Background: an optimization exercise with open tools, aiming at small area, a short achievable clock period and few clock cycles per item. Do not read the settings as production practice. At most, simulation tests tie the RTL to the original design; equivalence was not proved. No activity file was given, so power comes from the tool's default toggle rates.

==> run a: inputs <==
## sio_ctrl
module sio_ctrl (
    input  wire        clk,
    input  wire        rst,           
    input  wire        req_valid,
    output wire        req_ready,
    input  wire [35:0] req_word,      
    output wire        rsp_valid,
    output wire [15:0] rsp_data,
    output wire        rsp_refused,
    output wire [1:0]  rsp_mode,
    output wire [1:0]  rsp_tmode,
    output wire        rsp_sock,
    output wire        ev_valid,
    input  wire        ev_ready,
    output wire [4:0]  ev_kind,
    output wire [47:0] ev_data,
    input  wire        ev_ok,
    input  wire [15:0] ev_rdata
);
    localparam [3:0] OP_WRCNT   = 4'h1,
                     OP_WSIOCNT = 4'h2,
                     OP_WDATA   = 4'h3,
                     OP_RDATA   = 4'h4,
                     OP_WOTHER  = 4'h5,
                     OP_RESET   = 4'h8,
                     OP_SETDRV  = 4'h9,
                     OP_DESTROY = 4'hA;
    localparam [1:0] T_IDLE = 2'd0, T_PARSE = 2'd1, T_SEND = 2'd2, T_RECV = 2'd3;
    localparam CAP_INIT = 0, CAP_DEINIT = 1, CAP_LOAD = 2, CAP_UNLOAD = 3, CAP_WREG = 4;
    localparam [4:0] EV_ATTACH        = 5'd1,
                     EV_INIT          = 5'd2,
                     EV_DEINIT        = 5'd3,
                     EV_LOAD          = 5'd4,
                     EV_UNLOAD        = 5'd5,
  ...
==> flow/config.mk <==
export PLATFORM = sky130hd
export DESIGN_NAME = sio_ctrl
export DESIGN_NICKNAME = sio_ctrl
export VERILOG_FILES = /design/flow/design.v
export SDC_FILE = /design/flow/constraint.sdc
export NUM_CORES = 4
export LEC_CHECK = 0
export CAP_MARGIN = 20
export CORE_MARGIN = 2
export CORE_UTILIZATION = 40
export CTS_CLUSTER_SIZE = 20
export PLACE_DENSITY = 0.6
export SETUP_SLACK_MARGIN = 2.5
export SLEW_MARGIN = 20
==> flow/constraint.sdc <==
create_clock -name core_clock -period 6.0 [get_ports {clk}]
set_input_delay 1.2000 -clock core_clock [delete_from_list [all_inputs] [get_ports {clk}]]
set_output_delay 1.2000 -clock core_clock [all_outputs]
set_load 0.01 [all_outputs]
standard.sh (not shown) runs the stock make flow with config.mk's settings and CLKGATE_MAP_FILE= SYNTH_SCRIPT=/design/flow/synth_recipe.tcl, a recipe that flattens the netlist after the stock synthesis.
==> flow/flow/run.sh <==
#!/bin/bash
# Standard layout, with the port buffers made from the smallest buffer cell
# (repair_timing and repair_design upsize them where timing needs it).
set -euo pipefail
export BUFFER_PORTS_ARGS="-buffer_cell sky130_fd_sc_hd__buf_1"
bash standard.sh > standard_flow.log 2>&1
==> inputs of run b, as changes to run a <==
CTS_BUF_LIST = sky130_fd_sc_hd__clkbuf_8   (was default)
CTS_CLUSTER_SIZE = default   (was 20)
==> summary of the runs <==
In run a the final area is larger than in run b, by about 0.7%. Of run a and run b, run b has the higher clock-buffer cell count (gap 12). In run b the power is lower than in run a, by about 6%. Of run a and run b, run b has the higher via count (gap 1.4%, measured against run b). Combinational power is about the same in run a and run b. Hold slack: run a is higher than run b (1.4 ps). Critical path depth is the same in run a and run b.
==> figures <==
| item | run a | run b |
|---|---|---|
| H-tree depth | 1 | 2 |
| PostCTS Resize Cnt | 21 | 16 |
| Setup slack of the critical path after layout | 2554 ps | 2486 ps |
| Fraction of area in registers | 48.42% | 48.78% |
| Layout Skew | 16.80 ps | 29.36 ps |
| Worst stage delay on the critical path | 520 ps | 540 ps |
| Nonclk buf count | 169 | 168 |
| Layout cells sized above 1 | 11.61% | 12.73% |
| Peak ir drop on the vdd network | 197.7 uV | 136.7 uV |
| Hold endpoint | cap0[1] | len[1] |
| Required time of the critical path | 6360 ps | 6390 ps |
| Number of nets in the layout | 1253 | 1268 |
| Post-route cell area | 13790 um2 | 13690 um2 |
| Vias post-DR | 9454 | 9587 |
| Run status | complete, no violations | complete, no violations |
Testbench counts of run a, summed over its fixed seeds: cycles 26,843, items 25,959.
Testbench counts of run b, summed over its fixed seeds: cycles 26,843, items 25,959.


==> inputs of trial 87 <==
sio_ctrl, a different RTL version from the one above (not shown whole).
Settings: LEC_CHECK=0, ABC_AREA=1, CAP_MARGIN=20, CORE_MARGIN=2, CORE_UTILIZATION=40, CTS_CLUSTER_DIAMETER=80, CTS_CLUSTER_SIZE=25, PLACE_DENSITY=0.7, SETUP_SLACK_MARGIN=3.0, SLEW_MARGIN=20, TNS_END_PERCENT=0; clock period 6.0 ns.
Scripts as last shown in full above: flow/flow/run.sh
==> build 38: changes against trial 87 <==
--- a/flow/design.v
+++ b/flow/design.v
@@ -56,14 +56,15 @@
     reg         sock;
     reg  [15:0] sock_h;
     reg         r_valid;
     reg  [15:0] r_aux;
     reg  [15:0] r_data;
     reg  [6:0]  ev_list;        
     reg         rv_noev;        
+    reg         rdy_base;       
     reg         rv_last;        
     reg         rv_lasti;       
     reg         r_init;         
     reg         r_fail;         
     reg         r_refused;
     reg         r_conn;         
     reg         r_sd;           
@@ -86,15 +87,15 @@
     reg         ev_uh;          
     reg         ev_uc;          
     reg         ev_uv;          
     reg         ev_uo;          
     wire fin  = rv_noev | (ev_ready & (rv_last | (rv_lasti & ev_ok)));
     wire xfer = ev_v & ev_ready;
     assign rsp_valid = fin;
-    assign req_ready = ~r_valid | fin;
+    assign req_ready = rdy_base | (ev_ready & (rv_last | (rv_lasti & ev_ok)));
     wire take = req_valid & req_ready;
     assign ev_valid = ev_v;
     assign ev_kind  = ev_k;
     wire [15:0] drv_sel = ({16{ev_e[0]}} & drv0) | ({16{ev_e[1]}} & drv1) | ({16{ev_e[2]}} & drv2);
     assign ev_data[7:0]   = drv_sel[7:0] | ({8{ev_udl}} & r_data[7:0]) | ({8{ev_us}} & sock_h[7:0]) |
                             ({8{ev_uh}} & b2) | {7'h0, ev_uc};
     assign ev_data[15:8]  = drv_sel[15:8] | ({8{ev_udh}} & r_data[15:8]) | ({8{ev_us}} & sock_h[15:8]) |
@@ -305,14 +306,15 @@
     wire        cnt56  = (g3 & t_send) | (g4 & t_recv);
     wire [1:0]  en56   = {2{cnt56}} |
                          ({2{g3}} & (is_fe ? {2{t_pend & dr_s}} : w_b[6:5]));
     always @(posedge clk) begin
         if (rst) begin
             r_valid <= 1'b0;
             rv_noev <= 1'b0;
+            rdy_base <= 1'b1;
             rv_last <= 1'b0;
             rv_lasti <= 1'b0;
             ev_v    <= 1'b0;
             r_fail  <= 1'b0;
             r_conn  <= 1'b0;
             r_sd    <= 1'b0;
             rc      <= 2'b10;
@@ -332,14 +334,15 @@
                 if (r_k[0]) cap0 <= ncaps;
                 if (r_k[1]) cap1 <= ncaps;
                 if (r_k[2]) cap2 <= ncaps;
             end
             if (take) begin
                 r_valid <= 1'b1;
                 rv_noev <= ~(|q_list);
+                rdy_base <= ~(|q_list);
                 rv_last <= (|q_list) & qf_last;
                 rv_lasti <= 1'b0;
                 ev_v    <= |q_list;
                 r_fail  <= 1'b0;
                 r_conn  <= g3 & d_conn;
                 r_sd    <= g9 & ~sd_bad;
                 rc  <= nrc;
@@ -366,20 +369,22 @@
                     endcase
                 end
                 if (g4 & t_recv & rem_last)
                     tmode <= T_IDLE;
             end else if (fin) begin
                 r_valid <= 1'b0;
                 rv_noev <= 1'b0;
+                rdy_base <= 1'b1;
                 rv_last <= 1'b0;
                 rv_lasti <= 1'b0;
                 ev_v    <= 1'b0;
             end else if (xfer) begin
                 ev_v <= |rest;
                 rv_noev <= ~(|rest);
+                rdy_base <= ~(|rest);
                 rv_last <= (|rest) & nx_last & ~nx_init;
                 rv_lasti <= nx_last & nx_init;
                 if (r_init & ~ev_ok)
                     r_fail <= 1'b1;
             end
         end
     end
- PLACE_DENSITY: 0.7 -> 0.6
==> comparison table <==
                                                                         trial 87   build 38
Seq pwr                                                                   1.92 mW    1.93 mW
Number of vias after detailed routing                                       10200      10200
Post-layout nets                                                             1495       1516
Net Sw Frac                                                                 0.298      0.297
Static power due to leakage                                               5.05 nW    5.21 nW
Synthesized-area fraction occupied by ao, oa, aoi and oai cells             0.145      0.137
Slowest Stage Delay on Critical Path                                      0.40 ns    0.36 ns
Peak supply drop                                                           165 uV     173 uV
Critical path arrival                                                     1.96 ns    1.95 ns
Combinational group power                                                0.542 mW   0.525 mW
Count of routing violations after the opening detailed-route iteration       1172       1260
Final period util                                                           0.527      0.525
Core area                                                               28800 um2  29500 um2
Routing usage on met1                                                       0.340      0.339
Run status                                       no timing/DRC/antenna violations  no timing/DRC/antenna violations
GP Congestion                                                               0.984      0.964
Hold WS                                                                  0.468 ns   0.463 ns
Testbench counts of trial 87, summed over its fixed seeds: cycles 26,843, items 25,959.
No functional check of the RTL was part of build 38.

-- afterwards: timing with drivers on the ports --
In the flow no input, the clock included, has a driving cell. The finished layouts below were timed again as built, in two steps. Step 1 (the two cells are an assumption about what drives the block):
set clk [get_ports {clk}]
set_driving_cell -lib_cell sky130_fd_sc_hd__clkbuf_16 $clk
set_driving_cell -lib_cell sky130_fd_sc_hd__buf_2 [delete_from_list [all_inputs] $clk]
Step 2 also shifts input and output timing later by t, the mid clock arrival at the registers, as if the neighbouring blocks saw the same clock. Slacks: ideal / step 1 / step 2; pairs: ideal / step 1.
run | t (ns) | setup slack, ns | hold slack, ns | worst register clock-pin slew, ns | worst data-port slew with drivers (ns)
run a | 0.573 | 2.554 / 2.545 / 2.010 | 0.495 / 0.495 / 0.495 | 0.06 / 0.06 | 0.05
run b | 0.592 | 2.486 / 2.513 / 1.921 | 0.494 / 0.494 / 0.494 | 0.07 / 0.07 | 0.04
trial 87 | 0.546 | 2.837 / 2.791 / 2.398 | 0.468 / 0.468 / 0.468 | 0.11 / 0.11 | 0.05
build 38 | 0.549 | 2.849 / 2.800 / 2.458 | 0.463 / 0.463 / 0.463 | 0.10 / 0.10 | 0.06
After both steps every run listed still meets setup and hold. The setup slack of run b, which loses most, moves by +0.027 ns with the drivers and by -0.565 ns with both steps.
